This design comes from an exercise in tuning for a short achievable clock period and few clock cycles on the open sky130 flow, not from production work.
Function was checked by simulation only, so behaviour that the tests miss may differ from the original.
No activity file was given, so power comes from the tool's default toggle rates.

old:
// ycpu_core
module ycpu_core (
    input  wire        clk,
    input  wire        rst,           
    output reg         bus_req,
    output reg         bus_we,
    output reg  [1:0]  bus_sel,       
    output reg  [14:0] bus_addr,
    output reg  [7:0]  bus_wdata,
    input  wire        bus_ack,
    input  wire        bus_err,
    input  wire [7:0]  bus_rdata,
    output wire        halted,
    output wire        fault,
    output wire [7:0]  pc_out
);
Size: ~19000 um^2 of cells after synthesis.
Settings: LEC_CHECK=0, CAP_MARGIN=20, CORE_MARGIN=2, CORE_UTILIZATION=40, SLEW_MARGIN=20; clock period 15.0 ns.
standard.sh (not shown) runs the stock make flow with config.mk's settings and CLKGATE_MAP_FILE= SYNTH_SCRIPT=/design/flow/synth_recipe.tcl, a recipe that flattens the netlist after the stock synthesis.
==> flow/flow/run.sh <==
#!/bin/bash
# Standard ORFS layout with two changes to how it is made:
#  - synthesis leaves adders to ABC instead of mapping them to full-adder
#    cells first (ADDER_MAP_FILE empty), so they are timing-optimised like
#    the rest of the logic; registers are unchanged;
#  - timing repair aims well past the clock period (SETUP_SLACK_MARGIN 11.5),
#    so that the achieved period shrinks.
# Full tool output goes to the ORFS logs (orfs/logs/...) and to standard.log.
set -euo pipefail
bash standard.sh finish SETUP_SLACK_MARGIN=11.5 ADDER_MAP_FILE= > standard.log 2>&1
Testbench counts of old, summed over its fixed seeds: cycles 44,432.
Here is what was changed in the inputs of new compared with old.
-- flow/design.v --
<<< old, line 197
    endfunction
    wire [7:0] un_l1   = fail ? unary(op, 8'h00) : unary(op, yr);
    wire [7:0] bin_l2  = fail ? binop(op, b1, 8'h00) : binop(op, b1, yr);
    wire [7:0] bin_ex  = binop(op, b1, b2);
    wire       skip_ex = skipf(op, s1, s2, b1, b2);
>>> new, line 197
    endfunction
    wire [7:0] un_l1   = fail ? unary(op, 8'h00) : unary(op, yr);
    wire [7:0] bin_ex  = binop(op, b1, b2);
    wire       skip_ex = skipf(op, s1, s2, b1, b2);
<<< old, line 345
        if (st_l2) begin
            n_ex_first = 1'b1;
            if (op_bin) begin
                {n_req, n_sel, n_addr} = r_a1;
                n_we = 1'b1;
                n_st = Q_ST;
            end else begin
                n_req = 1'b0;
                n_st  = Q_EX;
            end
        end
        if (st_ex) begin
>>> new, line 344
        if (st_l2) begin
            n_ex_first = 1'b1;
            n_req = 1'b0;
            n_st  = Q_EX;
        end
        if (st_ex) begin
<<< old, line 441
        end
        if (st_l2) begin
            n_b2    = y;
            n_err   = err | fail;
            n_wdata = bin_l2;
        end
        if (st_st && bus_req) begin
>>> new, line 434
        end
        if (st_l2) begin
            n_b2  = y;
            n_err = err | fail;
        end
        if (st_st && bus_req) begin
### Flow results
- Comparing combinational power share for old and new, the bigger number came from old.
- Compared with old, new shows a lower number of filler cells placed in the layout.
- Summary of new over old: sequential power held, final area was more or less identical.
- In the floorplan summary, new is listed with a die area less than that of old.
- For insertion delay to the later sink of the worst-skew pair, old and new come out practically identical.
- Of the two values seen for slowest library cell on the worst path, sky130_fd_sc_hd__maj3_2 was produced by old and sky130_fd_sc_hd__nor3_1 by new.
- Re final cell count: new is 38 down on old.
- old → new: number of vias after detailed routing dropped 3.7%; mux share of post-synthesis cell area now sits lower.
- Delta (new minus old): met1 usage in global routing fell 1.1 points; multi-input gate area in the final layout fell 430 um^2; fraction of area in multi-input gates fell 1.8 points; sequential share of layout area about even.
- The maximum clock frequency of new is higher than that of old.
- The flow did not stop early for new: all stages ran, and the layout cleared the timing, DRC and antenna checks.
Testbench counts of new, summed over its fixed seeds: cycles 46,032.

========
== north ==
ycpu_core, a different RTL version from the one above (not shown whole).
Size in the first run: ~140 flip-flops, about 49 I/O pins, roughly 19000 µm² of cells after synthesis.
clock: 15.0 ns
lec_check: 0
cap_margin: 20
core_margin: 2
core_utilization: 40
slew_margin: 20
Scripts as last shown in full above: flow/flow/run.sh
Testbench counts of north, summed over its fixed seeds: cycles 44,721.
Modified inputs, south compared to north
--- a/flow/design.v
+++ b/flow/design.v
@@ -189,21 +189,20 @@
             vx = {!(sx & x[7]), x};
             vz = {!(sz & z[7]), z};
             case (o)
                 OP_CEQ:  skipf = (vx != vz);
                 OP_CGT:  skipf = uge9(vz, vx);
                 default: skipf = uge9(vx, vz);
             endcase
         end
     endfunction
     wire [7:0] un_l1   = fail ? unary(op, 8'h00) : unary(op, yr);
-    wire       skip_l2 = fail ? skipf(op, s1, s2, b1, 8'h00) : skipf(op, s1, s2, b1, yr);
     wire [7:0] bin_ex  = binop(op, b1, b2);
     wire       skip_ex = skipf(op, s1, s2, b1, b2);
     wire       n1   = s1 & b1[7];
     wire       n2   = s2 & b2[7];
     wire       qneg = n1 ^ n2;
     wire [7:0] amag = n1 ? neg8(b1) : b1;
     wire [7:0] bmag = n2 ? neg8(b2) : b2;
     wire [7:0]  t1   = n2 ? b2 : ~b2;
     wire [10:0] q0s  = add10({2'b00, amag}, {2'b00, t1}, ~n2);
     wire        q0   = !q0s[8];                           
@@ -246,23 +245,20 @@
     wire [7:0] pp0 = b2[0] ? b1        : 8'd0;
     wire [7:0] pp1 = b2[1] ? {b1[6:0], 1'b0} : 8'd0;
     wire [7:0] pp2 = b2[2] ? {b1[5:0], 2'b0} : 8'd0;
     wire [7:0] pp3 = b2[3] ? {b1[4:0], 3'b0} : 8'd0;
     wire [7:0] pp4 = b2[4] ? {b1[3:0], 4'b0} : 8'd0;
     wire [7:0] pp5 = b2[5] ? {b1[2:0], 5'b0} : 8'd0;
     wire [7:0] pp6 = b2[6] ? {b1[1:0], 6'b0} : 8'd0;
     wire [7:0] pp7 = b2[7] ? {b1[0], 7'b0}   : 8'd0;
     wire [7:0] mul_res = add8(add8(add8(pp0, pp1), add8(pp2, pp3)),
                               add8(add8(pp4, pp5), add8(pp6, pp7)));
-    wire [7:0] yrpc3 = add8(yr, 8'd3);
-    wire [7:0] ypc3  = fail ? 8'd3 : yrpc3;
-    wire       yf3   = !fail && (yr >= 8'd123) && (yr <= 8'd252);
     wire [7:0] wpc3 = add8(bus_wdata, 8'd3);
     wire       wf3  = (bus_wdata >= 8'd123) && (bus_wdata <= 8'd252);
     reg [6:0]  n_st;
     reg        n_req, n_we;
     reg [1:0]  n_sel;
     reg [14:0] n_addr;
     reg [7:0]  n_wdata;
     reg [7:0]  n_pc, n_ibank, n_dbank, n_ir, n_a1, n_a2, n_b1, n_b2;
     reg        n_err, n_halted, n_fault;
     reg [1:0]  n_dcnt;
@@ -319,25 +315,23 @@
                 n_wdata = ival1;
                 n_st    = Q_ST;
             end else begin
                 n_st = Q_L2;
             end
         end
         if (st_l1) begin
             n_b2 = ival2;
             n_ex_first = 1'b1;
             if (op_cpy) begin
-                if (!a2_core) begin
-                    {n_req, n_sel, n_addr} = r_a2;
-                    n_we = 1'b1;
-                    n_st = Q_ST;
-                end
+                {n_req, n_sel, n_addr} = r_a2;
+                n_we = 1'b1;
+                n_st = Q_ST;
             end else if (op_unary) begin
                 n_we = 1'b1;
                 n_st = Q_ST;
             end else if (a2_core) begin
                 n_req = 1'b0;
                 n_st  = Q_EX;
             end else begin
                 {n_req, n_sel, n_addr} = r_a2;
                 n_st = Q_L2;
             end
@@ -411,40 +405,27 @@
         if (st_f2) begin
             n_a2 = bus_rdata;
             if (!op_nop && a1_core && !op_unary)
                 {n_req, n_sel, n_addr} = r_rd;
         end
         if (st_l1) begin
             n_b1  = y;
             n_err = err | fail;
             if (op_cpy) begin
                 n_wdata = y;
-                if (a2_core) begin
-                    if (a2 == 8'd0) begin
-                        finish(h & (err | fail), y, ypc3, yf3, ibank);
-                    end else if (!a2[0]) begin
-                        n_ibank = y;
-                        finish(h & (err | fail), pc, pc3, f3, y);
-                    end else begin
-                        n_dbank = y;
-                        finish(h & (err | fail), pc, pc3, f3, ibank);
-                    end
-                end
             end else if (op_unary) begin
                 n_wdata = un_l1;
             end
         end
         if (st_l2) begin
             n_b2  = y;
             n_err = err | fail;
-            if (op_cmp)
-                finish(h & (err | fail), pc, skip_l2 ? pc6 : pc3, skip_l2 ? f6 : f3, ibank);
         end
         if (st_st && bus_req) begin
             finish(h & (err | fail), pc, pc3, f3, ibank);
         end
     end
     wire adv = !bus_req || bus_ack;
     always @(posedge clk) begin
         if (rst) begin
             st        <= Q_F0;
             pc        <= 8'h00;
==> summary.txt <==
- Compared with north, south shows a fraction of area in multi-input gates that is 3.0 points lower.
- [compare] base=north new=south: shortest clock period the worst path allows after layout saw a decrease; first-pass GRT wire length saw a decrease; multiplexer fraction of the synthesized cell area saw a decrease; synthesized-area fraction occupied by xor and xnor cells saw an increase; required time at the worst-slack endpoint saw a decrease.
Testbench counts of south, summed over its fixed seeds: cycles 46,683.

afterwards: timing with drivers on the ports:
How much do the figures lean on ideal ports? The routed layouts below were timed once more, with nothing changed but the port constraints. Step 1 sets driving cells, clkbuf_16 on the clock port and buf_2 on the other inputs (assumed; they add their load-dependent delay and slew). Step 2, shift: input delay + t, output delay - t, t = (earliest + latest rising clock arrival at the registers) / 2. This alone moves slack from input paths to output paths. Three values: ideal, step 1, step 2; two values: the first two.
run | t, ns | setup WS [ns] | worst hold slack (ns) | worst register clock-pin slew, ns
old | 0.526 | 9.805 / 9.801 / 9.275 | 0.562 / 0.562 / 0.562 | 0.07 / 0.07
new | 0.540 | 10.526 / 10.522 / 9.981 | 0.563 / 0.563 / 0.563 | 0.09 / 0.09
north | 0.548 | 9.428 / 9.428 / 8.880 | 0.516 / 0.516 / 0.516 | 0.08 / 0.08
south | 0.503 | 10.808 / 10.767 / 10.312 | 0.508 / 0.508 / 0.508 | 0.07 / 0.07
After both steps every run listed still meets setup and hold. For north, which loses most, drivers alone change the setup slack by 0.000 ns; drivers and shift together by -0.548 ns.
